This is an optimization exercise on Yosys and OpenROAD, whose aim is small area, not a production implementation. Function was checked by simulation only, so behaviour that the tests miss may differ from the original. Power is estimated from default activity; no workload was simulated.

## flow/flow/run.sh

```bash
#!/bin/bash
# Standard ORFS flow with two layout choices changed: the port buffers use the
# smallest buffer cell, and clock tree synthesis adds no dummy loads.
set -euo pipefail
export BUFFER_PORTS_ARGS="-buffer_cell sky130_fd_sc_hd__buf_1"
export CTS_ARGS="-sink_clustering_enable -repair_clock_nets -dont_use_dummy_load -buf_list sky130_fd_sc_hd__clkbuf_8 -sink_clustering_size 18 -sink_clustering_max_diameter 45"
bash standard.sh > flow.log 2>&1
```

## flow/standard.sh

```bash
#!/bin/bash
# synth_recipe.tcl (not shown) runs the flow's synth.tcl, then flattens the netlist and writes it again
# the make line also repeats each setting of config.mk as NAME=value (left out here)
make -C /OpenROAD-flow-scripts/flow DESIGN_CONFIG=/design/flow/config.mk WORK_HOME=/design/flow/orfs CLKGATE_MAP_FILE= SYNTH_SCRIPT=/design/flow/synth_recipe.tcl "${@:-finish}"
```

## flow/config.mk

```make
export PLATFORM = sky130hd
export DESIGN_NAME = ft300_core
export DESIGN_NICKNAME = ft300_core
export VERILOG_FILES = /design/flow/design.v
export SDC_FILE = /design/flow/constraint.sdc
export NUM_CORES = 4
export LEC_CHECK = 0
export ABC_AREA = 1
export CAP_MARGIN = 20
export CORE_MARGIN = 2
export CORE_UTILIZATION = 65
export PLACE_DENSITY = 0.75
export SLEW_MARGIN = 20
```

## flow/constraint.sdc

```tcl
create_clock -name core_clock -period 20.0 [get_ports {clk}]
set_input_delay 4.0000 -clock core_clock [delete_from_list [all_inputs] [get_ports {clk}]]
set_output_delay 4.0000 -clock core_clock [all_outputs]
set_load 0.01 [all_outputs]
```

## flow/design.v

```verilog
module ft300_core (
    input  wire         clk,
    input  wire         rst,
    input  wire [63:0]  time_now,
    input  wire         cmd_valid,
    output wire         cmd_ready,
    input  wire [7:0]   cmd_word,
    input  wire         rx_valid,
    input  wire         rx_timeout,
    output wire         rx_ready,
    input  wire [7:0]   rx_data,
    output reg          rsp_valid,
    output reg  [2:0]   rsp_op,
    output reg  [3:0]   rsp_status,
    output wire [107:0] rsp_sample,
    output wire [63:0]  rsp_freq
);
    localparam [2:0] S_IDLE = 3'd0, S_DISC = 3'd1, S_CAPT = 3'd2,
                     S_READY = 3'd3, S_READING = 3'd4, S_STOP = 3'd5;
    localparam [2:0] D_IDLE = 3'd0, D_EPASS = 3'd1, D_WAITS = 3'd2, D_E = 3'd3,
                     D_LOAD = 3'd4, D_STEP = 3'd5, D_ROUND = 3'd6, D_DONE = 3'd7;
    integer k;
    reg  [2:0] ph8;
    reg  [2:0] p5;
    wire ph8_0 = (ph8 == 3'd0);
    wire ph8_7 = (ph8 == 3'd7);
    wire p5_0  = (p5 == 3'd0);
    wire p5_4  = (p5 == 3'd4);
    always @(posedge clk) begin
        if (rst) begin
            ph8 <= 3'd0;
            p5  <= 3'd0;
        end else begin
            ph8 <= ph8 + 3'd1;
            p5  <= p5_4 ? 3'd0 : p5 + 3'd1;
        end
    end
    reg [2:0] sess;
    reg       busy;           
    reg [4:0] cnt;
    reg       prev20;
    reg       calm;           
    reg       zref_zero;      
    reg       wclr;           
    reg       freq_en;        
    reg       jdec, jwclr, jcopy, jclr, jload;
    reg       copy_run, clr_run;
    reg [2:0] dstate;
    reg [5:0] step;
    wire inflight = (sess == S_DISC) || (sess == S_CAPT) || (sess == S_READING);
    wire ev_cycle = !busy && ph8_7;
    assign cmd_ready = ev_cycle && !inflight;
    assign rx_ready  = ev_cycle && inflight;
    wire cmd_fire  = cmd_valid && cmd_ready;
    wire to_fire   = rx_ready && rx_timeout;
    wire byte_fire = rx_ready && rx_valid && !rx_timeout;
    wire [2:0] c_op  = cmd_word[2:0];
    wire       c_cal = cmd_word[3];
    wire       c_bad = (cmd_word[7:4] != 4'd0) || (c_op > 3'd4) || (c_cal && (c_op != 3'd1));
    wire [4:0] cnt1  = (cnt == 5'd16) ? 5'd16 : cnt + 5'd1;
    wire       match = (cnt != 5'd0) && prev20 && (rx_data == 8'h4E);
    wire       frame = (cnt[4] || cnt == 5'd15);
    wire       ins   = byte_fire && !match;
    reg [7:0] w [0:14];
    reg       win_shift, win_pass, ptype_dec;
    reg [3:0] pb;
    wire      chain = win_shift | win_pass;
    wire [6:0] t   = {pb, ph8};
    wire [2:0] fld = pb[3:1];
    wire [3:0] j   = {pb[0], ph8};
    wire       end_pass = win_pass && (pb == 4'd14) && ph8_7;
    wire       wdata;
    always @(posedge clk) begin
        for (k = 0; k < 15; k = k + 1)
            w[k][6:0] <= w[k][7:1];
        for (k = 0; k < 13; k = k + 1)
            w[k][7] <= chain ? w[k+1][0] : w[k][0];
        w[13][7] <= win_pass ? wdata : (chain ? w[14][0] : w[13][0]);
        w[14][7] <= chain ? w[0][0] : w[14][0];
        if (ins)
            w[14] <= rx_data;
    end
    reg [7:0] zz [0:11];
    wire      zchain = win_pass && ptype_dec && (t < 7'd96);
    wire      zwe, zwd;
    always @(posedge clk) begin
        for (k = 0; k < 12; k = k + 1)
            zz[k][5:0] <= zz[k][6:1];
        for (k = 0; k < 11; k = k + 1)
            zz[k][6] <= zz[k][7];
        zz[11][6] <= zwe ? zwd : zz[11][7];
        for (k = 0; k < 11; k = k + 1)
            zz[k][7] <= zchain ? zz[k+1][0] : zz[k][0];
        zz[11][7] <= zchain ? zz[0][0] : zz[11][0];
    end
    wire s   = w[14][0];         
    wire u   = w[1][0];          
    wire zen = !(calm || zref_zero);
    wire zA  = zz[0][0]  & zen;  
    wire zB  = zz[11][7] & zen;  
    wire j0  = (j == 4'd0);
    wire j1  = (j == 4'd1);
    wire j15 = (j == 4'd15);
    wire kj  = (j == 4'd2);      
    reg  bF;
    wire fbin = j0 ? 1'b0 : bF;
    wire fo   = s ^ zA ^ fbin;
    wire fbo  = (~s & (zA | fbin)) | (zA & fbin);
    wire fsg  = s ^ zA ^ fbo;
    reg  [2:0] sg;
    reg        ca1, rl, tie;
    reg  [2:0] acc, r5;
    wire a1    = j0 ? ~u : (u ^ kj ^ ca1);
    wire c1o   = j0 ? u : ((u & kj) | (u & ca1) | (kj & ca1));
    wire a16   = u & ~ca1;
    reg  [2:0] wgt;
    always @(*) begin
        case (j[1:0])
            2'd1: wgt = 3'd1;
            2'd2: wgt = 3'd2;
            2'd3: wgt = 3'd4;
            default: wgt = 3'd3;
        endcase
    end
    wire [3:0] asum = {1'b0, acc} + (a1 ? {1'b0, wgt} : 4'd0) + ((j15 && a16) ? 4'd2 : 4'd0);
    reg  [2:0] accn;
    always @(*) begin
        case (asum)
            4'd0, 4'd5, 4'd10: accn = 3'd0;
            4'd1, 4'd6, 4'd11: accn = 3'd1;
            4'd2, 4'd7, 4'd12: accn = 3'd2;
            4'd3, 4'd8, 4'd13: accn = 3'd3;
            default:           accn = 3'd4;
        endcase
    end
    reg  ca2, bg, by, bq, ym1, ym2;
    wire a2   = j0 ? ~s : (s ^ kj ^ ca2);
    wire c2o  = j0 ? s : ((s & kj) | (s & ca2) | (kj & ca2));
    wire r5b  = (j == 4'd1) ? r5[0] : (j == 4'd2) ? r5[1] : (j == 4'd3) ? r5[2] : 1'b0;
    wire bgi  = j1 ? 1'b0 : bg;
    wire g    = a2 ^ r5b ^ bgi;
    wire bgo  = (~a2 & (r5b | bgi)) | (r5b & bgi);
    wire ym2v = (j1 || kj) ? 1'b0 : ym2;
    wire byi  = j1 ? 1'b0 : by;
    wire y    = g ^ ym2v ^ byi;
    wire byo  = (~g & (ym2v | byi)) | (ym2v & byi);
    wire bqi  = j1 ? 1'b0 : bq;
    wire q    = y ^ zB ^ bqi;
    wire bqo  = (~y & (zB | bqi)) | (zB & bqi);
    wire qo   = j1 ? (q & ~tie) : q;
    reg  dly;
    wire force_f = (fld < 3'd3);
    wire sgsel   = (fld == 3'd3) ? sg[0] : (fld == 3'd4) ? sg[1] : sg[2];
    assign wdata = !ptype_dec ? 1'b0 :
                   force_f    ? fo :
                   (fld < 3'd6) ? (j0 ? sgsel : qo) : 1'b0;
    assign zwe = win_pass && ptype_dec && calm && (t != 7'd0) && (t <= 7'd96);
    assign zwd = (force_f || j0) ? dly : qo;
    always @(posedge clk) begin
        bF  <= fbo;
        ca1 <= c1o;
        ca2 <= c2o;
        bg  <= bgo;
        by  <= byo;
        bq  <= bqo;
        ym1 <= y;
        ym2 <= ym1;
        dly <= force_f ? s : qo;
        acc <= j0 ? 3'd0 : accn;
        if (j0)
            rl <= u;
        if (j15 && (fld == 3'd2 || fld == 3'd3 || fld == 3'd4)) begin
            r5  <= accn;
            tie <= rl && (accn == 3'd0);
        end
        if (j15 && fld == 3'd0) sg[0] <= fsg;
        if (j15 && fld == 3'd1) sg[1] <= fsg;
        if (j15 && fld == 3'd2) sg[2] <= fsg;
    end
    reg  [15:0] crc;
    reg         crc_ok;
    wire [15:0] ccur = (t == 7'd0) ? 16'h4498 : crc;
    wire        cfb  = ccur[0] ^ s;
    always @(posedge clk) begin
        if (t < 7'd96)
            crc <= {1'b0, ccur[15:1]} ^ (cfb ? 16'hA001 : 16'h0000);
        else
            crc <= {1'b0, crc[15:1]};
        if (t == 7'd96)
            crc_ok <= (crc[0] == s);
        else if (t < 7'd112)
            crc_ok <= crc_ok & (crc[0] == s);
    end
    reg  [7:0] tt [0:7];
    reg  [7:0] ss [0:7];
    wire       tload  = ev_cycle;
    wire       tshort = (dstate == D_E) || (dstate == D_LOAD) || (dstate == D_STEP) || (dstate == D_ROUND);
    wire       epass  = (dstate == D_EPASS);
    reg        eb, ezero, big;
    wire [8:0] ed = {1'b0, tt[0]} - {1'b0, ss[0]} - {8'd0, ph8_0 ? 1'b0 : eb};
    always @(posedge clk) begin
        for (k = 0; k < 7; k = k + 1) begin
            tt[k] <= tt[k+1];
            ss[k] <= ss[k+1];
        end
        tt[7] <= epass ? ed[7:0] : tt[0];
        ss[7] <= copy_run ? tt[0] : ss[0];
        if (tshort)
            tt[4] <= tt[0];
        if (tload)
            for (k = 0; k < 8; k = k + 1)
                tt[k] <= time_now[8*k +: 8];
    end
    reg [7:0] rr [0:4];
    reg [7:0] xx [0:4];
    reg [7:0] qq [0:4];
    reg        cx, xmax, xeq;
    reg  [7:0] kd, xmd;
    always @(*) begin
        case (p5)
            3'd1: begin kd = 8'h24; xmd = 8'hDC; end
            3'd2: begin kd = 8'hF4; xmd = 8'h0B; end
            3'd3: begin kd = 8'h00; xmd = 8'h23; end
            3'd4: begin kd = 8'h00; xmd = 8'hF4; end
            default: begin kd = 8'h00; xmd = 8'h00; end
        endcase
    end
    wire [8:0] xs   = {1'b0, xx[0]} + {1'b0, kd} + {8'd0, p5_0 ? 1'b0 : cx};
    wire [7:0] xnew = xmax ? 8'h00 : xs[7:0];
    wire       xeqn = (p5_0 ? 1'b1 : xeq) & (xnew == xmd);
    reg        sR, cR, rsh, qsh, dnext, rnz;
    wire       rsi  = p5_0 ? dnext : rsh;
    wire [7:0] ra   = {rr[0][6:0], rsi};
    wire [7:0] rb   = tt[0] ^ {8{~sR}};
    wire       rci  = p5_0 ? ~sR : cR;
    wire [8:0] rsum = {1'b0, ra} + {1'b0, rb} + {8'd0, rci};
    wire       qsi  = p5_0 ? ((step == 6'd0) ? 1'b0 : ~sR) : qsh;
    reg        cq;
    wire       ru = ~sR & (rnz | qq[0][0]);
    wire [8:0] qi = {1'b0, qq[0]} + {8'd0, p5_0 ? ru : cq};
    reg  [7:0] qin;
    always @(*) begin
        if (clr_run)
            qin = 8'd0;
        else case (dstate)
            D_LOAD:  qin = ezero ? qq[0] : big ? 8'd0 : xnew;
            D_STEP:  qin = {qq[0][6:0], qsi};
            D_ROUND: qin = qi[7:0];
            default: qin = qq[0];
        endcase
    end
    always @(posedge clk) begin
        for (k = 0; k < 4; k = k + 1) begin
            rr[k] <= rr[k+1];
            xx[k] <= xx[k+1];
            qq[k] <= qq[k+1];
        end
        rr[4] <= (dstate == D_LOAD) ? 8'd0 : rsum[7:0];
        xx[4] <= (dstate == D_LOAD) ? xnew : clr_run ? 8'd0 : xx[0];
        qq[4] <= qin;
        eb  <= ed[8];
        cx  <= xs[8];
        xeq <= xeqn;
        cR  <= rsum[8];
        rsh <= rr[0][7];
        qsh <= qq[0][7];
        cq  <= qi[8];
        if (epass) begin
            ezero <= (ph8_0 ? 1'b1 : ezero) & (ed[7:0] == 8'd0);
            big   <= (ph8_0 ? 1'b0 : big) |
                     ((ph8 == 3'd4) ? (|ed[7:5]) : (ph8 > 3'd4) ? (|ed[7:0]) : 1'b0);
        end
        if (dstate == D_LOAD) begin
            sR <= 1'b0;
            if (p5_4) begin
                dnext <= xnew[7];
                xmax  <= xeqn;
            end
        end
        if (dstate == D_STEP && p5_4) begin
            sR    <= rsum[7];
            dnext <= qq[0][6];
        end
        if (dstate == D_STEP && step == 6'd36)
            rnz <= (p5_0 ? 1'b0 : rnz) | (|rsum[7:0]);
        if (clr_run)
            xmax <= 1'b0;
    end
    wire [119:0] wv;
    wire [39:0]  qv;
    genvar gi, gb;
    generate
        for (gi = 0; gi < 15; gi = gi + 1) begin : g_wv
            assign wv[8*gi +: 8] = w[gi];
        end
        for (gi = 0; gi < 5; gi = gi + 1) begin : g_qv
            assign qv[8*gi +: 8] = qq[gi];
        end
        for (gi = 0; gi < 3; gi = gi + 1) begin : g_force
            for (gb = 0; gb < 16; gb = gb + 1) begin : g_b
                assign rsp_sample[18*gi + gb] = wv[(112 + 16*gi + gb) % 120];
            end
            assign rsp_sample[18*gi + 16] = wv[(112 + 48 + 16*gi) % 120];
            assign rsp_sample[18*gi + 17] = wv[(112 + 48 + 16*gi) % 120];
        end
        for (gi = 3; gi < 6; gi = gi + 1) begin : g_torque
            for (gb = 0; gb < 14; gb = gb + 1) begin : g_b
                assign rsp_sample[18*gi + gb] = wv[(112 + 16*gi + gb + 1) % 120];
            end
            for (gb = 14; gb < 18; gb = gb + 1) begin : g_s
                assign rsp_sample[18*gi + gb] = wv[(112 + 16*gi + 14) % 120];
            end
        end
    endgenerate
    assign rsp_freq = {28'd0, qv[35:0] & {36{freq_en}}};
    wire div_busy  = (dstate == D_LOAD) || (dstate == D_STEP) || (dstate == D_ROUND);
    wire start_dec = busy && jdec && !win_pass && ph8_7;
    wire start_clr = busy && jwclr && !jdec && !win_pass && ph8_7;
    wire resp_now  = busy && !jdec && !jwclr && !win_pass && !jcopy && !copy_run &&
                     !jclr && !clr_run && !jload && !div_busy && ph8_7 && p5_4;
    always @(posedge clk) begin
        rsp_valid <= 1'b0;
        if (rst) begin
            sess       <= S_IDLE;
            busy       <= 1'b0;
            cnt        <= 5'd0;
            wclr       <= 1'b0;
            freq_en    <= 1'b0;
            jdec       <= 1'b0;
            jwclr      <= 1'b0;
            jcopy      <= 1'b0;
            jclr       <= 1'b0;
            jload      <= 1'b0;
            copy_run   <= 1'b0;
            clr_run    <= 1'b0;
            dstate     <= D_IDLE;
            step       <= 6'd0;
            win_shift  <= 1'b0;
            win_pass   <= 1'b0;
            ptype_dec  <= 1'b0;
            pb         <= 4'd0;
        end else begin
            if (cmd_fire) begin
                freq_en <= 1'b0;
                rsp_op  <= c_op;
                if (c_bad) begin
                    rsp_status <= 4'hB;
                    busy       <= 1'b1;
                    jwclr      <= !wclr;
                end else begin
                    case (c_op)
                        3'd1: begin
                            if (sess != S_IDLE) begin
                                rsp_status <= 4'hA;
                                busy       <= 1'b1;
                                jwclr      <= !wclr;
                            end else if (c_cal) begin
                                sess <= S_DISC;
                                cnt  <= 5'd0;
                            end else begin
                                zref_zero  <= 1'b1;
                                jcopy      <= 1'b1;
                                jclr       <= 1'b1;
                                sess       <= S_READY;
                                rsp_status <= 4'h0;
                                busy       <= 1'b1;
                                jwclr      <= !wclr;
                            end
                        end
                        3'd2: begin
                            if (sess == S_READY) begin
                                sess <= S_READING;
                                cnt  <= 5'd0;
                            end else begin
                                rsp_status <= 4'h8;
                                busy       <= 1'b1;
                                jwclr      <= !wclr;
                            end
                        end
                        3'd3: begin
                            if (sess == S_READY)
                                sess <= S_STOP;
                            rsp_status <= 4'h0;
                            busy       <= 1'b1;
                            jwclr      <= !wclr;
                        end
                        3'd4: begin
                            if (sess == S_READY) begin
                                jcopy      <= 1'b1;
                                jclr       <= 1'b1;
                                rsp_status <= 4'h0;
                            end else begin
                                rsp_status <= 4'h8;
                            end
                            busy  <= 1'b1;
                            jwclr <= !wclr;
                        end
                        default: ;
                    endcase
                end
            end
            if (byte_fire) begin
                if (match) begin
                    cnt <= 5'd0;
                    if (sess == S_DISC) begin
                        sess <= S_CAPT;
                    end else begin
                        busy    <= 1'b1;
                        freq_en <= 1'b0;
                        rsp_op  <= (sess == S_CAPT) ? 3'd1 : 3'd2;
                        calm    <= (sess == S_CAPT);
                        if (frame) begin
                            jdec <= 1'b1;
                            if (sess == S_CAPT) begin
                                jcopy <= 1'b1;
                                jclr  <= 1'b1;
                            end else begin
                                dstate <= D_EPASS;
                                sess   <= S_READY;
                            end
                        end else begin
                            rsp_status <= 4'h6;
                            jwclr      <= 1'b1;
                            sess       <= (sess == S_CAPT) ? S_IDLE : S_READY;
                        end
                    end
                end else begin
                    cnt    <= cnt1;
                    prev20 <= (rx_data == 8'h20);
                    wclr   <= 1'b0;
                end
            end
            if (to_fire) begin
                cnt <= 5'd0;
                if (sess == S_DISC) begin
                    sess <= S_CAPT;
                end else begin
                    busy       <= 1'b1;
                    freq_en    <= 1'b0;
                    rsp_op     <= (sess == S_CAPT) ? 3'd1 : 3'd2;
                    rsp_status <= 4'h5;
                    jwclr      <= !wclr;
                    sess       <= (sess == S_CAPT) ? S_IDLE : S_READY;
                end
            end
            if (ins)
                win_shift <= 1'b1;
            else if (ph8_7)
                win_shift <= 1'b0;
            if (start_dec || start_clr) begin
                win_pass  <= 1'b1;
                pb        <= 4'd0;
                ptype_dec <= start_dec;
                wclr      <= 1'b0;
            end else if (win_pass && ph8_7) begin
                if (pb == 4'd14) begin
                    if (ptype_dec && !crc_ok) begin
                        pb        <= 4'd0;
                        ptype_dec <= 1'b0;
                    end else begin
                        win_pass <= 1'b0;
                    end
                end else begin
                    pb <= pb + 4'd1;
                end
            end
            if (end_pass && ptype_dec) begin
                jdec <= 1'b0;
                if (crc_ok) begin
                    rsp_status <= 4'h0;
                    if (calm) begin
                        sess      <= S_READY;
                        zref_zero <= 1'b0;
                    end else begin
                        jload   <= 1'b1;
                        freq_en <= 1'b1;
                    end
                end else begin
                    rsp_status <= 4'h4;
                    if (calm)
                        sess <= S_IDLE;
                end
            end
            if (end_pass && !ptype_dec) begin
                jwclr <= 1'b0;
                wclr  <= 1'b1;
            end
            if (jcopy && ph8_7) begin
                jcopy    <= 1'b0;
                copy_run <= 1'b1;
            end else if (ph8_7) begin
                copy_run <= 1'b0;
            end
            if (jclr && p5_4) begin
                jclr    <= 1'b0;
                clr_run <= 1'b1;
            end else if (p5_4) begin
                clr_run <= 1'b0;
            end
            case (dstate)
                D_EPASS: if (ph8_7) dstate <= D_WAITS;
                D_WAITS: if (ph8_7 && p5_4) dstate <= D_E;
                D_E: if (jload && p5_4) begin
                    jload  <= 1'b0;
                    dstate <= D_LOAD;
                end
                D_LOAD: if (p5_4) begin
                    dstate <= (ezero || big) ? D_DONE : D_STEP;
                    step   <= 6'd0;
                end
                D_STEP: if (p5_4) begin
                    step <= step + 6'd1;
                    if (step == 6'd36)
                        dstate <= D_ROUND;
                end
                D_ROUND: if (p5_4) dstate <= D_DONE;
                default: ;
            endcase
            if (resp_now) begin
                rsp_valid <= 1'b1;
                busy      <= 1'b0;
                dstate    <= D_IDLE;
            end
        end
    end
endmodule
```

==> results of run 1 <==
sequential cells by signal, indices dropped and copies added, names as in the netlist, 3 cells and up:
register    cells
qq             40
crc            16
ss             64
w             120
rsp_status      4
step            6
zz             96
r5              3
acc             3
sg              3
rr             40
sess            3
rsp_op          3
xx             40
cnt             5
pb              4
tt             64
dstate          3
p5              3
ph8             3
per-stage QoR:
step,worst slack [ns],hold slack [ns],utilization (%),instances
final,13.22,0.285,70.8,2585
after floorplan,14.71,0.310,-,2018
after global placement,13.91,0.310,68.6,2541
after detailed placement,13.84,0.312,68.6,2541
after global routing,12.94,0.282,70.8,2585
after CTS,13.16,0.282,70.8,2585
layout by cell type (no fill, tap or decap), types with 4 or more instances in the layout:
cell | synthesis | layout
conb_1 | 1 | 28
o21ai_1 | 11 | 11
nor2_2 | 6 | 7
or2_2 | 9 | 9
a31o_2 | 4 | 4
mux2_2 | 11 | 11
xnor2_1 | 13 | 13
o22ai_1 | 4 | 4
nand3_1 | 57 | 57
o21ai_0 | 70 | 70
clkbuf_8 | 0 | 44
o211ai_1 | 8 | 8
nand2_1 | 462 | 462
inv_1 | 245 | 244
nor3_1 | 22 | 22
o2111ai_1 | 4 | 4
fa_1 | 13 | 13
nand2_2 | 6 | 6
a221oi_1 | 5 | 5
dfxtp_1 | 541 | 540
inv_2 | 12 | 12
nand4_1 | 19 | 19
a31oi_1 | 14 | 14
nor2_4 | 8 | 8
ha_1 | 52 | 52
nor2_1 | 152 | 151
o21bai_1 | 5 | 5
edfxtp_1 | 24 | 24
buf_1 | 9 | 238
a21oi_1 | 66 | 66
nor4_1 | 5 | 5
xor2_1 | 12 | 12
layer usage:
| layer | vias up | wire, um |
|---|---|---|
| met2 | 332 | 16400 |
| li1 | 6543 | - |
| met4 | 0 | 974 |
| met5 | - | 0 |
| met1 | 5878 | 15700 |
| met3 | 72 | 1630 |
cell type report:
cell class,count,share of cell area [%]
Tap cell,384,2.37
Clock buffer,44,2.99
Timing Repair Buffer,241,4.52
Multi-Input combinational cell,1093,28.3
Sequential cell,565,57.0
Inverter,258,4.78
final timing paths:
check,slack (ns),endpoint,cells after the start,startpoint
setup / recovery,13.22,cmd_ready,7,ph8[0]
hold / removal,0.29,qq[3][5],0,qq[4][5]
setup reg to reg,15.90,tie,18,ph8[0]
hold reg to reg,0.29,qq[3][5],0,qq[4][5]
power by group through the flow:
stage | Sequential [uW] | Clock [uW] | Combinational [uW]
after global routing | 1300 | 571 | 352
after floorplan | 1300 | 0 | 238
after detailed placement | 1320 | 0 | 303
after global placement | 1310 | 0 | 288
after CTS | 1290 | 533 | 305
final | 1290 | 515 | 304
kinds of logic after synthesis:
kind of cell,count (synthesis)
fa+ha+maj,65
xor+xnor,25
flops,565
buf+inv,360
compound gates,206
other cells,1
mux,11
simple gates,758
==> summary.txt, run 1 <==
Vias in the first global route -> 12300
DPL Wire Length -> 25100 um
Core Box Area -> 28600 sq um
Vias -> 12800
Pins Over Slew Limit -> 0
Family with the most delay on the worst path -> simple AND/OR/NAND/NOR gates
Slowest CP cell -> nor2_8
Row count -> 62
Pin count of the biggest net entering global routing -> 68
Die Ht -> 174 um
# IOs -> 267
Post-Syn Area -> 18800 sq um
Synth Area in Compound Gates -> 6.31%
Share of layout cells above drive strength 1 -> 5.09%
Synth Area in XOR/XNOR -> 1.16%
DR pass1 iterations -> 6
Reg power frac -> 61.2%
Grt met1 use -> 28.8%
Multi-input gate area -> 5730 sq um
Starting density of the core -> 65.7%
M2 GR Usage -> 38.7%
First-pass GRT wire length -> 56700 um
Final Hold Vio Count -> 0
Ratio of total power to cell area -> 104 nW/um^2
Tcrit/Tclk final -> 33.9%
Int Pwr -> 1560 uW
Post-CTS sizing -> 0
CTS tree -> yes
CP required -> 16.00 ns
Area Overhead vs Synth -> 7.75%
Unrepaired setup endpoints after global routing -> no
Maximum clock rate -> 0.148 GHz
Post-synthesis mux area share -> 0.659%
CP bufs+invs -> 3
Synth top area cells -> dfxtp_1, nand2_1, inv_1, edfxtp_1, ha_1
Buffers on Ports -> 238
Max_cap viols -> 0
Clock transition at path regs -> 0.10 ns
Critical path capture point type -> primary output
CTS H-Tree Depth -> 2
Combinational share of power -> 14.4%
Arrival @ worst endpoint -> 2.78 ns
Die width -> 174 um
# fillers -> 2217
WS Path Type -> flop to primary output
Ys async rst share -> 0%
Post-CTS Setup Bufs -> 0
Count leader, synth -> dfxtp_1
Design area -> 20300 sq um
Crit-path cells -> ha_1 -> ha_1 -> inv_2 -> nor2_8 -> nand4_2 -> inv_1 -> buf_1
Psw -> 544 uW
Seq/Total Area, Yosys -> 61.4%
Clk root buf -> clkbuf_8
Gr busiest metal -> met2
Synth Register Bits -> 565
Worst setup SP type -> flop
Total Routing Usage GR -> 22.5%
Top_reg_cell synth -> dfxtp_1
Netlist cell types -> 54
Number of synthesized flops with an enable pin -> 24
Setup_tns -> 0 ns
Ys Warns -> 8
Clock skew -> 0.0742 ns
P_leak -> 0.00918 uW
Worst skew pair latency -> 0.58 ns
Maximum vdd ir drop -> 0.0899 mV
Total power -> 2110 uW
Simple-Gate Fraction of Synth Area -> 16.9%
Adder-Cell Fraction of Synth Area -> 4.85%
Worst hold path class -> flop to flop
Cell count after synthesis -> 1991
Crit path time final -> 6.78 ns
CP most frequent cell -> ha_1
Number of antenna violations at the first check in global routing -> 0
Ant. Diodes -> 0
Max clock buf depth -> 3
Via-to-Cell Ratio -> 4.96
Post-route ant nets -> 0
Final setup fails -> 0
Met3 GRT Util -> 3.72%
Grt total ovfl -> 0
CTS Hold Bufs -> 0
Rel. slew slack -> 37.3%
Die area -> 30300 sq um
Syn avg cell area -> 9.44 sq um
Clock Power Share -> 24.4%
Residual DRC -> 0
DR iter-0 viols -> 646
Switching Fraction -> 25.8%
Clock sink count -> 565
Worst-margin pin slew -> 0.939 ns
Synth area leader -> dfxtp_1
DRT Wirelength -> 34700 um
Sequential cell area -> 11600 sq um
Wire length per cell -> 13.4 um
Crit path max fanout -> 64
Placed Area -> 19600 sq um
Synth top area share -> 57.6%
Largest family of logic cells by synthesized area -> simple AND/OR/NAND/NOR gates
CTS buffer count -> 44
Outcome -> timing/DRC/antenna clean
Crit path largest cell delay -> 0.64 ns
Gpl congestion -> 0.871
Top cells by count, synth -> dfxtp_1, nand2_1, inv_1
Nets -> 2353
==> inputs of run 2 (changes only) <==
--- a/flow/config.mk
+++ b/flow/config.mk
@@ -5,7 +5,6 @@
 export SDC_FILE = /design/flow/constraint.sdc
 export NUM_CORES = 4
 export LEC_CHECK = 0
-export ABC_AREA = 1
 export CAP_MARGIN = 20
 export CORE_MARGIN = 2
 export CORE_UTILIZATION = 65
==> run 2 against run 1 <==
Compared with the run above: still clean on timing, DRC and antenna; clock skew decreased by 0.015 ns; sequential share of layout area increased by 0.28 points; design area decreased by 0.49%; sequential power about the same; fmax decreased by 4.4%; synthesized area decreased by 0.13%; clock power increased by 0.8%; non-clock buffer count increased by 1; core utilization decreased by 0.16 points; synthesized cell count decreased by 13%; die area decreased by 0.13%.
==> summary.txt, run 2 <==
Vias in the first global route -> 11600 (was 12300)
Syn avg cell area -> 10.8 sq um (was 9.44 sq um)
Final setup fails -> 0 (unchanged)
Synth Register Bits -> 565 (unchanged)
Worst hold path class -> flop to flop (unchanged)
DR pass1 iterations -> 6 (unchanged)
# IOs -> 267 (unchanged)
Ys async rst share -> 0% (unchanged)
Hold EP -> xx[3][1] (was qq[3][5])
Ant. Diodes -> 0 (unchanged)
WHS Path Cells -> 0 (unchanged)
Ratio of total power to cell area -> 104 nW/um^2 (about the same)
Crit path max fanout -> 85 (was 64)
First-pass GRT wire length -> 57400 um (was 56700 um)
Outcome -> timing/DRC/antenna clean (unchanged)
Wire length per cell -> 15.4 um (was 13.4 um)
Nets -> 2073 (was 2353)
Core Box Area -> 28500 sq um (was 28600 sq um)
Die Ht -> 174 um (about the same)
Maximum clock rate -> 0.141 GHz (was 0.148 GHz)
Cell count after synthesis -> 1739 (was 1991)
Count leader, synth -> dfxtp_1 (unchanged)
Maximum vdd ir drop -> 0.0785 mV (was 0.0899 mV)
Design area -> 20200 sq um (was 20300 sq um)
Pin count of the biggest net entering global routing -> 86 (was 68)
Clock skew -> 0.0589 ns (was 0.0742 ns)
Die area -> 30300 sq um (about the same)
RR Startpoint -> ph8[0] (unchanged)
CP required -> 16.00 ns (about the same)
Placed Area -> 19500 sq um (was 19600 sq um)
CP bufs+invs -> 3 (unchanged)
R2R cell count -> 15 (was 18)
Final Util -> 70.6% (was 70.8%)
Arrival @ worst endpoint -> 3.09 ns (was 2.78 ns)
Most frequent cells in the layout -> dfxtp_1, nand2_1, buf_1 (was dfxtp_1, nand2_1, inv_1)
Rel. slew slack -> 30.0% (was 37.3%)
WS Path Type -> flop to primary output (unchanged)
Synth top area cells -> dfxtp_1, nand2_1, edfxtp_1, ha_1, buf_4 (was dfxtp_1, nand2_1, inv_1, edfxtp_1, ha_1)
Clk root buf -> clkbuf_8 (unchanged)
Gpl congestion -> 0.884 (was 0.871)
Commonest non-fill, non-tap cell in the layout -> dfxtp_1 (unchanged)
Worst-margin pin slew -> 1.05 ns (was 0.939 ns)
Die width -> 174 um (about the same)
Area Overhead vs Synth -> 7.36% (was 7.75%)
Synth area leader -> dfxtp_1 (unchanged)
Slowest CP cell -> buf_4 (was nor2_8)
Pins Over Slew Limit -> 0 (unchanged)
Worst skew pair latency -> 0.56 ns (was 0.58 ns)
Seq/Total Area, Yosys -> 61.5% (was 61.4%)
Critical path capture point type -> primary output (unchanged)
Clock sink count -> 565 (unchanged)
CTS buffer count -> 45 (was 44)
CTS H-Tree Depth -> 2 (unchanged)
Share of layout cells above drive strength 1 -> 5.62% (was 5.09%)
Crit path largest cell delay -> 0.58 ns (was 0.64 ns)
Post-route ant nets -> 0 (unchanged)
Top flop regs -> w (120), zz (96) (unchanged)
Max clock buf depth -> 3 (unchanged)
Vias -> 12200 (was 12800)
Clock transition at path regs -> 0.09 ns (was 0.10 ns)
Min Hold Slack -> 0.278 ns (was 0.285 ns)
CTS Hold Bufs -> 0 (unchanged)
Netlist cell types -> 86 (was 54)
Cell count along the critical path -> 7 (unchanged)
DPL Wire Length -> 25500 um (was 25100 um)
Unrepaired setup endpoints after global routing -> no (unchanged)
Number of antenna violations at the first check in global routing -> 0 (unchanged)
P_leak -> 0.00825 uW (was 0.00918 uW)
Row count -> 62 (unchanged)
Crit-path cells -> ha_1 -> ha_1 -> nor2b_4 -> buf_4 -> o211ai_1 -> inv_1 -> buf_1 (was ha_1 -> ha_1 -> inv_2 -> nor2_8 -> nand4_2 -> inv_1 -> buf_1)
Worst setup SP type -> flop (unchanged)
Hold Path Origin -> xx[4][1] (was qq[4][5])
Final Hold Vio Count -> 0 (unchanged)
# fillers -> 2176 (was 2217)
Top cells by count, synth -> dfxtp_1, nand2_1, nor2_1 (was dfxtp_1, nand2_1, inv_1)
DR iter-0 viols -> 736 (was 646)
Top_reg_cell synth -> dfxtp_1 (unchanged)
Family with the most delay on the worst path -> buffers and inverters (was simple AND/OR/NAND/NOR gates)
Post-CTS Setup Bufs -> 0 (unchanged)
Via-to-Cell Ratio -> 5.30 (was 4.96)
Setup_tns -> 0 ns (unchanged)
Ys Warns -> 8 (unchanged)
Reg-to-reg setup timing slack -> 15.66 ns (was 15.90 ns)
Tcrit/Tclk final -> 35.4% (was 33.9%)
Starting density of the core -> 65.8% (was 65.7%)
Grt total ovfl -> 0 (unchanged)
Max_cap viols -> 0 (unchanged)
Non-Filler Instances -> 2305 (was 2585)
Total Routing Usage GR -> 23.1% (was 22.5%)
Number of synthesized flops with an enable pin -> 24 (unchanged)
CTS tree -> yes (unchanged)
Crit path time final -> 7.09 ns (was 6.78 ns)
DRT Wirelength -> 35600 um (was 34700 um)
Synth top area share -> 57.7% (was 57.6%)
Largest register FFs -> 120 (unchanged)
Post-Syn Area -> 18800 sq um (about the same)
Residual DRC -> 0 (unchanged)
Largest register by flop count -> w (unchanged)
Reg2Reg Capture Point -> tie (unchanged)
Dpl cells -> 2259 (was 2541)
Post-CTS sizing -> 0 (unchanged)
Buffers on Ports -> 238 (unchanged)
CP most frequent cell -> ha_1 (unchanged)
==> run 2: cell count changes in the layout (fill, tap and decap cells not counted), moves of 12 or more <==
| cell | delta |
|---|---|
| and3_1 | +12 |
| nand4_1 | -16 |
| inv_1 | -182 |
| nand3_1 | -44 |
| nand2_1 | -203 |
| mux2_2 | +21 |
| nand2b_1 | +19 |
| nor2b_1 | +15 |
| and2_1 | +57 |
| mux2i_1 | +26 |
| inv_2 | -12 |
| nor2_1 | -54 |
==> run 2: final cells by class <==
type / instances / area [sq um] / area share (%)
Timing Repair Buffer: 242 / 923 / 4.58
Multi-Input combinational cell: 1007 / 6350 / 31.5
Inverter: 62 / 233 / 1.15
Clock buffer: 45 / 619 / 3.07
Tap cell: 384 / 480 / 2.38
Sequential cell: 565 / 11600 / 57.3
==> run 2: logic make-up after synthesis <==
| group | Yosys count | share of synthesized area [%] |
|---|---|---|
| and+or+nand+nor | 578 | 15.1 |
| DFF | 565 | 61.5 |
| AOI/OAI and AO/OA | 242 | 8.18 |
| buffers and inverters | 194 | 5.28 |
| adders and majority gates | 65 | 4.85 |
| muxes | 59 | 3.43 |
| xor gates and xnor gates | 35 | 1.63 |
| other | 1 | 0.0200 |
==> run 2: worst register-to-register path, cell delays in order (launching register included) <==
cell and delay [ns]:
dfxtp_1 0.40, inv_1 0.11, ha_1 0.27, nand2_1 0.15, fa_1 0.43, mux2i_1 0.27, o21ai_0 0.19, fa_1 0.53
inv_1 0.05, ha_1 0.20, fa_1 0.38, xor2_1 0.49, nor2_1 0.11, a21oi_1 0.18, mux2i_1 0.14, nor4b_1 0.29
==> run 2: how the worst max path moves through the flow <==
| stage | from | endpoint | slack [ns] |
|---|---|---|---|
| finish | ph8[0] | rx_ready | 12.91 |
| global route | ph8[0] | rx_ready | 12.61 |
| CTS | ph8[0] | rx_ready | 12.86 |
| detailed placement | ph8[0] | rx_ready | 13.47 |
| global placement | ph8[0] | rx_ready | 13.59 |
| floorplan | rx_data[0] | dstate[1] | 14.45 |
==> run 2: per-stage QoR <==
stage | setup slack, ns | power [uW]
floorplan | 14.45 | 1520
global placement | 13.59 | 1580
detailed placement | 13.47 | 1600
CTS | 12.86 | 2110
global route | 12.61 | 2210
finish | 12.91 | 2090
==> run 2: per-layer routing <==
layer | global-route usage [%] | up-vias | share of wire [%]
met4 | 7.53 | 0 | 2.7
li1 | - | 6037 | -
met1 | 31.1 | 5733 | 45
met2 | 38.5 | 363 | 47
met5 | 0 | - | 0
met3 | 3.65 | 76 | 5.2
==> run 2: where the power goes <==
group	total (uW)	internal [uW]	switching, uW
logic	297	128	169
registers	1280	1240	40.1
clock network	519	201	317
total	2090	1570	527
==> inputs of run 3 (changes only) <==
--- a/flow/design.v
+++ b/flow/design.v
@@ -43,7 +43,7 @@
     reg       zref_zero;      
     reg       wclr;           
     reg       freq_en;        
-    reg       jdec, jwclr, jcopy, jclr, jload;
+    reg       jclr, jload;
     reg       copy_run, clr_run;
     reg [2:0] dstate;
     reg [5:0] step;
@@ -212,7 +212,7 @@
                 tt[k] <= time_now[8*k +: 8];
     end
     reg [7:0] rr [0:4];
-    reg [7:0] xx [0:4];
+    reg [7:0] xx [0:3];      
     reg [7:0] qq [0:4];
     reg        cx, xmax, xeq;
     reg  [7:0] kd, xmd;
@@ -225,7 +225,8 @@
             default: begin kd = 8'h00; xmd = 8'h00; end
         endcase
     end
-    wire [8:0] xs   = {1'b0, xx[0]} + {1'b0, kd} + {8'd0, p5_0 ? 1'b0 : cx};
+    wire [7:0] xa   = p5_0 ? 8'd0 : xx[0];
+    wire [8:0] xs   = {1'b0, xa} + {1'b0, kd} + {8'd0, p5_0 ? 1'b0 : cx};
     wire [7:0] xnew = xmax ? 8'h00 : xs[7:0];
     wire       xeqn = (p5_0 ? 1'b1 : xeq) & (xnew == xmd);
     reg        sR, cR, rsh, qsh, dnext, rnz;
@@ -252,11 +253,12 @@
     always @(posedge clk) begin
         for (k = 0; k < 4; k = k + 1) begin
             rr[k] <= rr[k+1];
-            xx[k] <= xx[k+1];
             qq[k] <= qq[k+1];
         end
+        for (k = 0; k < 3; k = k + 1)
+            xx[k] <= xx[k+1];
         rr[4] <= (dstate == D_LOAD) ? 8'd0 : rsum[7:0];
-        xx[4] <= (dstate == D_LOAD) ? xnew : clr_run ? 8'd0 : xx[0];
+        xx[3] <= (dstate == D_LOAD && !p5_0) ? xnew : clr_run ? 8'd0 : xx[0];
         qq[4] <= qin;
         eb  <= ed[8];
         cx  <= xs[8];
@@ -314,9 +316,12 @@
     endgenerate
     assign rsp_freq = {28'd0, qv[35:0] & {36{freq_en}}};
     wire div_busy  = (dstate == D_LOAD) || (dstate == D_STEP) || (dstate == D_ROUND);
-    wire start_dec = busy && jdec && !win_pass && ph8_7;
-    wire start_clr = busy && jwclr && !jdec && !win_pass && ph8_7;
-    wire resp_now  = busy && !jdec && !jwclr && !win_pass && !jcopy && !copy_run &&
+    wire start_dec = byte_fire && match && frame && (sess != S_DISC);
+    wire start_clr = (cmd_fire && !wclr && !(c_op == 3'd0 && !c_bad) && !(c_op == 3'd1 && !c_bad && c_cal && sess == S_IDLE) &&
+                      !(c_op == 3'd2 && !c_bad && sess == S_READY)) ||
+                     (byte_fire && match && !frame && (sess != S_DISC)) ||
+                     (to_fire && !wclr && (sess != S_DISC));
+    wire resp_now  = busy && !win_pass && !copy_run &&
                      !jclr && !clr_run && !jload && !div_busy && ph8_7 && p5_4;
     always @(posedge clk) begin
         rsp_valid <= 1'b0;
@@ -326,9 +331,6 @@
             cnt        <= 5'd0;
             wclr       <= 1'b0;
             freq_en    <= 1'b0;
-            jdec       <= 1'b0;
-            jwclr      <= 1'b0;
-            jcopy      <= 1'b0;
             jclr       <= 1'b0;
             jload      <= 1'b0;
             copy_run   <= 1'b0;
@@ -346,26 +348,23 @@
                 if (c_bad) begin
                     rsp_status <= 4'hB;
                     busy       <= 1'b1;
-                    jwclr      <= !wclr;
                 end else begin
                     case (c_op)
                         3'd1: begin
                             if (sess != S_IDLE) begin
                                 rsp_status <= 4'hA;
                                 busy       <= 1'b1;
-                                jwclr      <= !wclr;
-                            end else if (c_cal) begin
+                                        end else if (c_cal) begin
                                 sess <= S_DISC;
                                 cnt  <= 5'd0;
                             end else begin
                                 zref_zero  <= 1'b1;
-                                jcopy      <= 1'b1;
+                                copy_run   <= 1'b1;
                                 jclr       <= 1'b1;
                                 sess       <= S_READY;
                                 rsp_status <= 4'h0;
                                 busy       <= 1'b1;
-                                jwclr      <= !wclr;
-                            end
+                                        end
                         end
                         3'd2: begin
                             if (sess == S_READY) begin
@@ -374,26 +373,23 @@
                             end else begin
                                 rsp_status <= 4'h8;
                                 busy       <= 1'b1;
-                                jwclr      <= !wclr;
-                            end
+                                        end
                         end
                         3'd3: begin
                             if (sess == S_READY)
                                 sess <= S_STOP;
                             rsp_status <= 4'h0;
                             busy       <= 1'b1;
-                            jwclr      <= !wclr;
-                        end
+                                end
                         3'd4: begin
                             if (sess == S_READY) begin
-                                jcopy      <= 1'b1;
+                                copy_run   <= 1'b1;
                                 jclr       <= 1'b1;
                                 rsp_status <= 4'h0;
                             end else begin
                                 rsp_status <= 4'h8;
                             end
                             busy  <= 1'b1;
-                            jwclr <= !wclr;
                         end
                         default: ;
                     endcase
@@ -410,9 +406,8 @@
                         rsp_op  <= (sess == S_CAPT) ? 3'd1 : 3'd2;
                         calm    <= (sess == S_CAPT);
                         if (frame) begin
-                            jdec <= 1'b1;
                             if (sess == S_CAPT) begin
-                                jcopy <= 1'b1;
+                                copy_run <= 1'b1;
                                 jclr  <= 1'b1;
                             end else begin
                                 dstate <= D_EPASS;
@@ -420,7 +415,6 @@
                             end
                         end else begin
                             rsp_status <= 4'h6;
-                            jwclr      <= 1'b1;
                             sess       <= (sess == S_CAPT) ? S_IDLE : S_READY;
                         end
                     end
@@ -439,7 +433,6 @@
                     freq_en    <= 1'b0;
                     rsp_op     <= (sess == S_CAPT) ? 3'd1 : 3'd2;
                     rsp_status <= 4'h5;
-                    jwclr      <= !wclr;
                     sess       <= (sess == S_CAPT) ? S_IDLE : S_READY;
                 end
             end
@@ -465,7 +458,6 @@
                 end
             end
             if (end_pass && ptype_dec) begin
-                jdec <= 1'b0;
                 if (crc_ok) begin
                     rsp_status <= 4'h0;
                     if (calm) begin
@@ -481,16 +473,10 @@
                         sess <= S_IDLE;
                 end
             end
-            if (end_pass && !ptype_dec) begin
-                jwclr <= 1'b0;
-                wclr  <= 1'b1;
-            end
-            if (jcopy && ph8_7) begin
-                jcopy    <= 1'b0;
-                copy_run <= 1'b1;
-            end else if (ph8_7) begin
+            if (end_pass && !ptype_dec)
+                wclr <= 1'b1;
+            if (copy_run && ph8_7)
                 copy_run <= 1'b0;
-            end
             if (jclr && p5_4) begin
                 jclr    <= 1'b0;
                 clr_run <= 1'b1;
@@ -500,7 +486,7 @@
             case (dstate)
                 D_EPASS: if (ph8_7) dstate <= D_WAITS;
                 D_WAITS: if (ph8_7 && p5_4) dstate <= D_E;
-                D_E: if (jload && p5_4) begin
+                D_E: if (jload && p5_4 && ph8[1:0] == 2'd2) begin
                     jload  <= 1'b0;
                     dstate <= D_LOAD;
                 end
--- a/flow/config.mk
+++ b/flow/config.mk
@@ -7,6 +7,6 @@
 export LEC_CHECK = 0
 export CAP_MARGIN = 20
 export CORE_MARGIN = 2
-export CORE_UTILIZATION = 65
-export PLACE_DENSITY = 0.75
+export CORE_UTILIZATION = 75
+export PLACE_DENSITY = 0.85
 export SLEW_MARGIN = 20
==> run 3 against run 2 <==
Compared with the run above: setup slack improved by 0.24 ns; die area fell by 14%; clock power fell by 0.8%; still clean on timing, DRC and antenna; first-iteration DRC count up 48%; critical path type unchanged; sequential power is essentially flat; total power fell by 0.12%; highest routed layer unchanged; core utilization up 11 points; combinational power is 5% higher; sequential cell count down 11; cell count shrank 1.8%; fmax is 3.5% higher; synthesized area is 0.71% lower.
==> summary.txt, run 3 <==
Maximum clock rate -> 0.146 GHz (was 0.141 GHz)
Final Worst Setup Slack -> 13.15 ns (was 12.91 ns)
Seq/Total Area, Yosys -> 60.8% (was 61.5%)
Crit path max fanout -> 51 (was 85)
Via-to-Cell Ratio -> 5.65 (was 5.30)
Critical path capture point type -> primary output (unchanged)
Residual DRC -> 0 (unchanged)
WS Path Type -> flop to primary output (unchanged)
Worst hold path class -> flop to flop (unchanged)
Family with the most delay on the worst path -> simple AND/OR/NAND/NOR gates (was buffers and inverters)
Setup_tns -> 0 ns (unchanged)
Clk root buf -> clkbuf_8 (unchanged)
Final Util -> 81.7% (was 70.6%)
Commonest non-fill, non-tap cell in the layout -> dfxtp_1 (unchanged)
Wl on met1 -> 15800 um (was 15900 um)
Share of layout cells above drive strength 1 -> 5.46% (was 5.62%)
Grt total ovfl -> 0 (unchanged)
Cell count after synthesis -> 1757 (was 1739)
Clock skew -> 0.0789 ns (was 0.0589 ns)
Pin count of the biggest net entering global routing -> 81 (was 86)
# IOs -> 267 (unchanged)
Slowest CP cell -> nand2b_2 (was buf_4)
CTS Hold Bufs -> 0 (unchanged)
Count leader, synth -> dfxtp_1 (unchanged)
Routed wl met3 -> 2530 um (was 1850 um)
# fillers -> 1422 (was 2176)
Crit path time final -> 6.85 ns (was 7.09 ns)
CTS buffer count -> 44 (was 45)
Pins Over Slew Limit -> 0 (unchanged)
Area Overhead vs Synth -> 6.93% (was 7.36%)
Crit path largest cell delay -> 0.66 ns (was 0.58 ns)
DR pass1 iterations -> 6 (unchanged)
Maximum vdd ir drop -> 0.104 mV (was 0.0785 mV)
Vias in the first global route -> 12400 (was 11600)
Number of antenna violations at the first check in global routing -> 1 (was 0)
Dpl cells -> 2220 (was 2259)
Unrepaired setup endpoints after global routing -> no (unchanged)
CP bufs+invs -> 1 (was 3)
Most frequent cells in the layout -> dfxtp_1, nand2_1, buf_1 (unchanged)
Nets -> 2093 (was 2073)
Clock sink count -> 554 (was 565)
Max clock buf depth -> 3 (unchanged)
Top cells by count, synth -> dfxtp_1, nand2_1, nor2_1 (unchanged)
DRT Wirelength -> 39200 um (was 35600 um)
Synth Register Bits -> 554 (was 565)
Post-CTS sizing -> 0 (unchanged)
Clock transition at path regs -> 0.10 ns (was 0.09 ns)
Synth area leader -> dfxtp_1 (unchanged)
CTS tree -> yes (unchanged)
Wire length per cell -> 17.3 um (was 15.4 um)
Largest register FFs -> 120 (unchanged)
Outcome -> timing/DRC/antenna clean (unchanged)
Crit-path cells -> ha_1 -> ha_1 -> nand2b_2 -> nor3_1 -> buf_1 (was ha_1 -> ha_1 -> nor2b_4 -> buf_4 -> o211ai_1 -> inv_1 -> buf_1)
Starting density of the core -> 76.4% (was 65.8%)
Final Hold Vio Count -> 0 (unchanged)
Final setup fails -> 0 (unchanged)
Netlist cell types -> 77 (was 86)
Total Routing Usage GR -> 29.6% (was 23.1%)
Worst-margin pin slew -> 1.03 ns (was 1.05 ns)
Top_reg_cell synth -> dfxtp_1 (unchanged)
Synth top area share -> 56.9% (was 57.7%)
Synth top area cells -> dfxtp_1, nand2_1, edfxtp_1, ha_1, buf_4 (unchanged)
Ratio of total power to cell area -> 105 nW/um^2 (was 104 nW/um^2)
Tcrit/Tclk final -> 34.2% (was 35.4%)
Met2 routed WL -> 19600 um (was 16800 um)
CP most frequent cell -> ha_1 (unchanged)
Ant. Diodes -> 0 (unchanged)
Arrival @ worst endpoint -> 2.85 ns (was 3.09 ns)
DPL Wire Length -> 27900 um (was 25500 um)
Post-CTS Setup Bufs -> 0 (unchanged)
CP required -> 16.00 ns (about the same)
CTS H-Tree Depth -> 2 (unchanged)
Buffers on Ports -> 238 (unchanged)
Top layer in use -> met4 (unchanged)
Max_cap viols -> 0 (unchanged)
Vias -> 12800 (was 12200)
Worst skew pair latency -> 0.60 ns (was 0.56 ns)
Gpl congestion -> 0.902 (was 0.884)
DR iter-0 viols -> 1089 (was 736)
Syn avg cell area -> 10.6 sq um (was 10.8 sq um)
Row count -> 57 (was 62)
Die width -> 162 um (was 174 um)
Non-Filler Instances -> 2264 (was 2305)
Top flop regs -> w (120), zz (96) (unchanged)
Worst setup SP type -> flop (unchanged)
Ys Warns -> 8 (unchanged)
Pre-CTS setup slack -> 13.74 ns (was 13.47 ns)
Die area -> 26100 sq um (was 30300 sq um)
Core Box Area -> 24400 sq um (was 28500 sq um)
Number of synthesized flops with an enable pin -> 24 (unchanged)
Post-route ant nets -> 0 (unchanged)
Post-Syn Area -> 18600 sq um (was 18800 sq um)
First-pass GRT wire length -> 62000 um (was 57400 um)
P_leak -> 0.00821 uW (was 0.00825 uW)
Ys async rst share -> 0% (unchanged)
Largest register by flop count -> w (unchanged)
Rel. slew slack -> 31.0% (was 30.0%)
Die Ht -> 162 um (was 174 um)
run 3: kinds of logic (layout without fill, tap and decap cells):
logic type               after synthesis  after routing  synth area share, %
adder cells (fa/ha/maj)               66             66                 4.95
buffers and inverters                202            358                 5.52
AND/OR/NAND/NOR                      596            596                 15.4
other                                  1             28               0.0201
XOR/XNOR                              39             39                 1.83
flip-flops                           554            554                 60.8
multiplexers                          57             57                 3.36
AO/OA/AOI/OAI                        242            242                 8.18
run 3: through the flow:
| step | power (uW) | hold slack [ns] | area, sq um |
|---|---|---|---|
| 2_1_floorplan | 1500 | 0.310 | 18700 |
| 3_3_place_gp | 1570 | 0.309 | 19300 |
| 3_5_place_dp | 1590 | 0.312 | 19300 |
| 4_1_cts | 2100 | 0.279 | 19900 |
| 5_1_grt | 2190 | 0.280 | 19900 |
| 6_report | 2090 | 0.276 | 19900 |
run 3: layout make-up:
| type | instances | area, sq um | share of cell area [%] |
|---|---|---|---|
| sequential | 554 | 11300 | 56.8 |
| multi-input combinational | 1028 | 6400 | 32.1 |
| timing repair buffer | 242 | 923 | 4.63 |
| clock buffer | 44 | 606 | 3.04 |
| tap | 324 | 405 | 2.03 |
| inverter | 72 | 270 | 1.36 |
run 3: path summary, 6_finish.rpt:
check / endpoint / start / depth (start not counted) / slack, ns
max: cmd_ready / ph8[0] / 5 / 13.15
min: qq[3][6] / qq[4][6] / 0 / 0.28
min reg2reg: qq[3][6] / qq[4][6] / 0 / 0.28
max reg2reg: tie / ph8[0] / 14 / 15.52
run 3: routing by layer:
layer | track usage [%] | vias up
li1 | - | 6076
met1 | 37.1 | 6064
met2 | 51.8 | 530
met3 | 5.06 | 117
met4 | 11.0 | 0
met5 | 0 | -
run 3: power by group:
| group | total [uW] | switching (uW) | internal (uW) |
|---|---|---|---|
| clock network | 515 | 318 | 197 |
| registers | 1260 | 45.2 | 1220 |
| logic | 312 | 183 | 129 |
| total | 2090 | 547 | 1540 |
==> inputs of run 4 (changes only) <==
--- a/flow/config.mk
+++ b/flow/config.mk
@@ -7,6 +7,6 @@
 export LEC_CHECK = 0
 export CAP_MARGIN = 20
 export CORE_MARGIN = 2
-export CORE_UTILIZATION = 75
-export PLACE_DENSITY = 0.85
+export CORE_UTILIZATION = 65
+export PLACE_DENSITY = 0.75
 export SLEW_MARGIN = 20
==> run 4 against run 3 <==
Compared with the run above: still clean on timing, DRC and antenna; global-route usage is 6.3 points lower; design area grew 0.45%; setup slack worse by 0.018 ns; via count down 4.3%; worst hold slack barely moved; wire length down 9.4%.
==> summary.txt, run 4 <==
Worst setup SP type -> flop (unchanged)
Vias -> 12200 (was 12800)
Max clock buf depth -> 3 (unchanged)
Pin count of the biggest net entering global routing -> 81 (unchanged)
Reg2Reg Capture Point -> tie (unchanged)
Ys async rst share -> 0% (unchanged)
WS Path Type -> flop to primary output (unchanged)
Clk root buf -> clkbuf_8 (unchanged)
Placed Area -> 19400 sq um (was 19300 sq um)
Unrepaired setup endpoints after global routing -> no (unchanged)
Worst-margin pin slew -> 1.07 ns (was 1.03 ns)
Share of layout cells above drive strength 1 -> 5.56% (was 5.46%)
Total Routing Usage GR -> 23.2% (was 29.6%)
DR iter-0 viols -> 792 (was 1089)
Setup_tns -> 0 ns (unchanged)
Pins Over Slew Limit -> 0 (unchanged)
Die width -> 173 um (was 162 um)
Worst hold path class -> flop to flop (unchanged)
Rel. slew slack -> 28.9% (was 31.0%)
Die area -> 30000 sq um (was 26100 sq um)
P_leak -> 0.00823 uW (was 0.00821 uW)
Gpl congestion -> 0.878 (was 0.902)
CTS H-Tree Depth -> 2 (unchanged)
Ratio of total power to cell area -> 104 nW/um^2 (was 105 nW/um^2)
Seq/Total Area, Yosys -> 60.8% (unchanged)
Max_cap viols -> 0 (unchanged)
Post-route ant nets -> 0 (unchanged)
Tcrit/Tclk final -> 34.3% (was 34.2%)
Post-Syn Area -> 18600 sq um (unchanged)
CP required -> 16.00 ns (about the same)
DRT Wirelength -> 35500 um (was 39200 um)
Cell count after synthesis -> 1757 (unchanged)
Clock skew -> 0.0462 ns (was 0.0789 ns)
Maximum clock rate -> 0.146 GHz (about the same)
Synth area leader -> dfxtp_1 (unchanged)
Ant. Diodes -> 0 (unchanged)
CTS tree -> yes (unchanged)
Worst setup path endpoint -> cmd_ready (unchanged)
Pre-CTS setup slack -> 13.69 ns (was 13.74 ns)
Final Hold Vio Count -> 0 (unchanged)
# fillers -> 2135 (was 1422)
Ys Warns -> 8 (unchanged)
# IOs -> 267 (unchanged)
Buffers on Ports -> 238 (unchanged)
Clock transition at path regs -> 0.10 ns (about the same)
Cell count along the critical path -> 5 (unchanged)
Core Box Area -> 28000 sq um (was 24400 sq um)
Final setup fails -> 0 (unchanged)
Top_reg_cell synth -> dfxtp_1 (unchanged)
Reg-to-reg setup timing slack -> 15.55 ns (was 15.52 ns)
Top cells by count, synth -> dfxtp_1, nand2_1, nor2_1 (unchanged)
CTS Hold Bufs -> 0 (unchanged)
Crit path max fanout -> 51 (unchanged)
Synth top area cells -> dfxtp_1, nand2_1, edfxtp_1, ha_1, buf_4 (unchanged)
Design area -> 20000 sq um (was 19900 sq um)
Arrival @ worst endpoint -> 2.87 ns (was 2.85 ns)
Nets -> 2095 (was 2093)
Clock sink count -> 554 (unchanged)
Top flop regs -> w (120), zz (96) (unchanged)
DR pass1 iterations -> 5 (was 6)
RR Startpoint -> ph8[0] (unchanged)
Residual DRC -> 0 (unchanged)
CTS buffer count -> 45 (was 44)
Most frequent cells in the layout -> dfxtp_1, nand2_1, buf_1 (unchanged)
Post-CTS sizing -> 0 (unchanged)
Grt total ovfl -> 0 (unchanged)
Post-CTS Setup Bufs -> 0 (unchanged)
First-pass GRT wire length -> 57700 um (was 62000 um)
CP bufs+invs -> 1 (unchanged)
Via-to-Cell Ratio -> 5.28 (was 5.65)
Maximum vdd ir drop -> 0.0923 mV (was 0.104 mV)
Netlist cell types -> 77 (unchanged)
Area Overhead vs Synth -> 7.41% (was 6.93%)
Worst skew pair latency -> 0.58 ns (was 0.60 ns)
Commonest non-fill, non-tap cell in the layout -> dfxtp_1 (unchanged)
Final Worst Setup Slack -> 13.13 ns (was 13.15 ns)
Family with the most delay on the worst path -> simple AND/OR/NAND/NOR gates (unchanged)
DPL Wire Length -> 25400 um (was 27900 um)
Critical path capture point type -> primary output (unchanged)
CP most frequent cell -> ha_1 (unchanged)
Slowest CP cell -> nand2b_2 (unchanged)
Largest register FFs -> 120 (unchanged)
Crit path from -> ph8[0] (unchanged)
Die Ht -> 173 um (was 162 um)
Number of antenna violations at the first check in global routing -> 0 (was 1)
Largest register by flop count -> w (unchanged)
Starting density of the core -> 66.5% (was 76.4%)
Crit path largest cell delay -> 0.68 ns (was 0.66 ns)
Crit-path cells -> ha_1 -> ha_1 -> nand2b_2 -> nor3_1 -> buf_1 (unchanged)
Synth top area share -> 56.9% (unchanged)
Crit path time final -> 6.87 ns (was 6.85 ns)
Count leader, synth -> dfxtp_1 (unchanged)
R2R cell count -> 14 (unchanged)
Number of synthesized flops with an enable pin -> 24 (unchanged)
Vias in the first global route -> 11700 (was 12400)
Wire length per cell -> 15.3 um (was 17.3 um)
Synth Register Bits -> 554 (unchanged)
Outcome -> timing/DRC/antenna clean (unchanged)
Row count -> 61 (was 57)
Syn avg cell area -> 10.6 sq um (unchanged)
run 4: cells by family after synthesis:
family	share of synthesized area [%]
and+or+nand+nor	15.4
AOI/OAI and AO/OA	8.18
xor gates and xnor gates	1.83
adders and majority gates	4.95
other	0.0201
muxes	3.36
DFF	60.8
buffers and inverters	5.52
run 4: metrics by stage:
stage	hold slack (ns)	utilization [%]	total power (uW)	instances
after floorplan	0.310	-	1500	1784
after global placement	0.309	69.3	1570	2275
after detailed placement	0.312	69.3	1590	2275
after CTS	0.276	71.5	2100	2320
after global routing	0.269	71.5	2190	2320
final	0.276	71.5	2080	2320
run 4: final cells by class:
class	instances	area, sq um	share of cell area [%]
Timing Repair Buffer	243	931	4.65
Sequential cell	554	11300	56.6
Tap cell	378	473	2.36
Inverter	72	270	1.35
Clock buffer	45	619	3.09
Multi-Input combinational cell	1028	6400	32.0
run 4: worst min path at each step:
stage	to	depth (start not counted)	from
floorplan	qq[3][4]	0	qq[4][4]
global route	xx[2][0]	0	xx[3][0]
detailed placement	xx[0][4]	0	xx[1][4]
finish	xx[2][0]	0	xx[3][0]
global placement	xx[2][4]	0	xx[3][4]
CTS	xx[2][0]	0	xx[3][0]
run 4: report_power, final:
part	leakage (uW)	switching [uW]	internal [uW]	total, uW
Clock	0.000324	317	202	519
Sequential	0.00455	40.3	1220	1260
Combinational	0.00335	175	128	303
Total	0.00823	533	1550	2080
run 4: routing by layer:
layer  GRT usage [%]  vias up  routed length (um)
met4            7.27        0                 952
met2            38.4      372               16500
met3            3.71       75                1920
met1            31.5     5706               16100
li1                -     6090                   -
met5               0        -                   0
==> inputs of run 5 (changes only) <==
--- a/flow/design.v
+++ b/flow/design.v
@@ -47,6 +47,8 @@
     reg       copy_run, clr_run;
     reg [2:0] dstate;
     reg [5:0] step;
+    wire       rmode = (dstate == D_LOAD) || (dstate == D_STEP);   
+    wire [7:0] rin;
     wire inflight = (sess == S_DISC) || (sess == S_CAPT) || (sess == S_READING);
     wire ev_cycle = !busy && ph8_7;
     assign cmd_ready = ev_cycle && !inflight;
@@ -79,6 +81,10 @@
         w[14][7] <= chain ? w[0][0] : w[14][0];
         if (ins)
             w[14] <= rx_data;
+        if (rmode) begin
+            w[11] <= w[12];
+            w[12] <= tt[5];
+        end
     end
     reg [7:0] zz [0:11];
     wire      zchain = win_pass && ptype_dec && (t < 7'd96);
@@ -203,7 +209,7 @@
             tt[k] <= tt[k+1];
             ss[k] <= ss[k+1];
         end
-        tt[7] <= epass ? ed[7:0] : tt[0];
+        tt[7] <= rmode ? rin : epass ? ed[7:0] : tt[0];
         ss[7] <= copy_run ? tt[0] : ss[0];
         if (tshort)
             tt[4] <= tt[0];
@@ -211,7 +217,6 @@
             for (k = 0; k < 8; k = k + 1)
                 tt[k] <= time_now[8*k +: 8];
     end
-    reg [7:0] rr [0:4];
     reg [7:0] xx [0:3];      
     reg [7:0] qq [0:4];
     reg        cx, xmax, xeq;
@@ -231,10 +236,11 @@
     wire       xeqn = (p5_0 ? 1'b1 : xeq) & (xnew == xmd);
     reg        sR, cR, rsh, qsh, dnext, rnz;
     wire       rsi  = p5_0 ? dnext : rsh;
-    wire [7:0] ra   = {rr[0][6:0], rsi};
+    wire [7:0] ra   = {w[11][6:0], rsi};
     wire [7:0] rb   = tt[0] ^ {8{~sR}};
     wire       rci  = p5_0 ? ~sR : cR;
     wire [8:0] rsum = {1'b0, ra} + {1'b0, rb} + {8'd0, rci};
+    assign     rin  = (dstate == D_LOAD) ? 8'd0 : rsum[7:0];
     wire       qsi  = p5_0 ? ((step == 6'd0) ? 1'b0 : ~sR) : qsh;
     reg        cq;
     wire       ru = ~sR & (rnz | qq[0][0]);
@@ -251,20 +257,17 @@
         endcase
     end
     always @(posedge clk) begin
-        for (k = 0; k < 4; k = k + 1) begin
-            rr[k] <= rr[k+1];
+        for (k = 0; k < 4; k = k + 1)
             qq[k] <= qq[k+1];
-        end
         for (k = 0; k < 3; k = k + 1)
             xx[k] <= xx[k+1];
-        rr[4] <= (dstate == D_LOAD) ? 8'd0 : rsum[7:0];
         xx[3] <= (dstate == D_LOAD && !p5_0) ? xnew : clr_run ? 8'd0 : xx[0];
         qq[4] <= qin;
         eb  <= ed[8];
         cx  <= xs[8];
         xeq <= xeqn;
         cR  <= rsum[8];
-        rsh <= rr[0][7];
+        rsh <= w[11][7];
         qsh <= qq[0][7];
         cq  <= qi[8];
         if (epass) begin
--- a/flow/config.mk
+++ b/flow/config.mk
@@ -5,6 +5,7 @@
 export SDC_FILE = /design/flow/constraint.sdc
 export NUM_CORES = 4
 export LEC_CHECK = 0
+export ABC_CLOCK_PERIOD_IN_PS = 20000
 export CAP_MARGIN = 20
 export CORE_MARGIN = 2
 export CORE_UTILIZATION = 65
==> run 5 against run 4 <==
Compared with the run above: still clean on timing, DRC and antenna; via count rose by 1.3%; non-clock buffer count rose by 1; global-route usage rose by 2.1 points; critical path type unchanged; synthesized cell count rose by 0.28%; sequential share of layout area fell by 2.2 points; largest cell class unchanged; cell count fell by 0.52%.
==> summary.txt, run 5 <==
Max clock buf depth -> 3 (unchanged)
Clock sink count -> 514 (was 554)
Final Hold Vio Count -> 0 (unchanged)
Synth area leader -> dfxtp_1 (unchanged)
Grt total ovfl -> 0 (unchanged)
Family with the most delay on the worst path -> flip-flops (was simple AND/OR/NAND/NOR gates)
Die Ht -> 171 um (was 173 um)
DRT Wirelength -> 37400 um (was 35500 um)
Number of synthesized flops with an enable pin -> 24 (unchanged)
Maximum clock rate -> 0.159 GHz (was 0.146 GHz)
Top cells by count, synth -> dfxtp_1, nand2_1, nor2_1 (unchanged)
Vias -> 12400 (was 12200)
Worst-margin pin slew -> 0.996 ns (was 1.07 ns)
Int Pwr -> 1360 uW (was 1550 uW)
Count leader, synth -> dfxtp_1 (unchanged)
Pin count of the biggest net entering global routing -> 76 (was 81)
Ratio of total power to cell area -> 92.9 nW/um^2 (was 104 nW/um^2)
Total power -> 1800 uW (was 2080 uW)
Via-to-Cell Ratio -> 5.38 (was 5.28)
Outcome -> timing/DRC/antenna clean (unchanged)
Reg power frac -> 61.6% (was 60.5%)
Number of antenna violations at the first check in global routing -> 1 (was 0)
Psw -> 439 uW (was 533 uW)
Worst hold path class -> flop to flop (unchanged)
First-pass GRT wire length -> 58800 um (was 57700 um)
Post-CTS Setup Bufs -> 0 (unchanged)
Area Overhead vs Synth -> 7.19% (was 7.41%)
Adder-Cell Fraction of Synth Area -> 5.04% (was 4.95%)
Crit path time final -> 6.31 ns (was 6.87 ns)
Rel. slew slack -> 33.0% (was 28.9%)
Wire length per cell -> 16.2 um (was 15.3 um)
Synth top area share -> 54.3% (was 56.9%)
Final Worst Setup Slack -> 13.69 ns (was 13.13 ns)
Simple-Gate Fraction of Synth Area -> 16.4% (was 15.4%)
[run 5: cell count changes after synthesis, sizes merged, moves of 14 or more]
| cell | delta |
|---|---|
| a21oi | +14 |
| clkbuf | +21 |
| dfxtp | -40 |
| inv | -18 |
| nand2 | +19 |
| nor2 | +16 |
| o21ai | -15 |
[run 5: cells by family after synthesis]
family                     after synthesis
other                                    1
buffers and inverters                  200
AOI/OAI and AO/OA                      264
DFF                                    514
adders and majority gates               65
xor gates and xnor gates                34
and+or+nand+nor                        626
muxes                                   58
[run 5: area by class of cell]
cell class                 instances  area (sq um)
sequential                       514         10500
fill                            2092          8200
multi-input combinational       1075          6630
timing repair buffer             244           938
clock buffer                      42           578
tap                              378           473
inverter                          55           206
[run 5: layer usage]
layer | vias to the layer above | part of all wire [%] | global-route usage, %
met2 | 435 | 47 | 41.4
li1 | 6111 | - | -
met4 | 2 | 2.2 | 7.92
met5 | - | 0.027 | 0
met1 | 5796 | 45 | 34.9
met3 | 62 | 5.9 | 3.96
[run 5: stage by stage]
step	hold slack [ns]	std cells	cell area, sq um
floorplan	0.310	1789	18200
global placement	0.310	2266	18800
detailed placement	0.312	2266	18800
CTS	0.312	2308	19400
global route	0.323	2308	19400
finish	0.319	2308	19400
[run 5: power by group through the flow]
| stage | clock [uW] | sequential (uW) | combinational, uW |
|---|---|---|---|
| floorplan | 0 | 1120 | 163 |
| global placement | 0 | 1130 | 199 |
| detailed placement | 0 | 1130 | 206 |
| CTS | 496 | 1110 | 208 |
| global route | 535 | 1110 | 237 |
| finish | 484 | 1110 | 207 |
[run 5: path summary, 6_finish.rpt]
kind / cells past startpoint / to / from / slack [ns]
worst min register to register: 0 / ss[3][2] / ss[4][2] / 0.32
worst max register to register: 13 / tie / pb[0] / 15.56
worst min-delay path: 0 / ss[3][2] / ss[4][2] / 0.32
worst max-delay path: 4 / cmd_ready / sess[0] / 13.69
[run 5: worst reg2reg max path: cells and delay by family, from the launching register on]
| kind | cells | cell delay [ns] |
|---|---|---|
| buffers and inverters | 2 | 0.24 |
| multiplexers | 1 | 0.43 |
| AO/OA/AOI/OAI | 2 | 0.56 |
| XOR/XNOR | 1 | 0.47 |
| adder cells (fa/ha/maj) | 3 | 1.11 |
| AND/OR/NAND/NOR | 4 | 0.92 |
| flip-flops | 1 | 0.55 |

afterwards: timing with drivers on the ports:
No port has a modelled driver above. Below, the same layouts with a new extraction and two added sets of constraints.
Step 1 assumes that a clkbuf_16 drives the clock port and a buf_2 every other input.
Step 2 times the ports against the registers' clock, not the clock port: input delays grow and output delays shrink by t, the midpoint of the rising clock arrivals with the driver on.
Three values: ideal, step 1, step 2; two values: the first two.
run | t, ns | setup WS [ns]
run 1 | 0.592 | 13.223 / 13.177 / 13.768
run 2 | 0.587 | 12.913 / 12.869 / 13.456
run 3 | 0.608 | 13.151 / 13.104 / 13.712
run 4 | 0.599 | 13.133 / 13.085 / 13.684
run 5 | 0.594 | 13.691 / 13.644 / 13.734
After both steps every run listed still meets setup and hold.
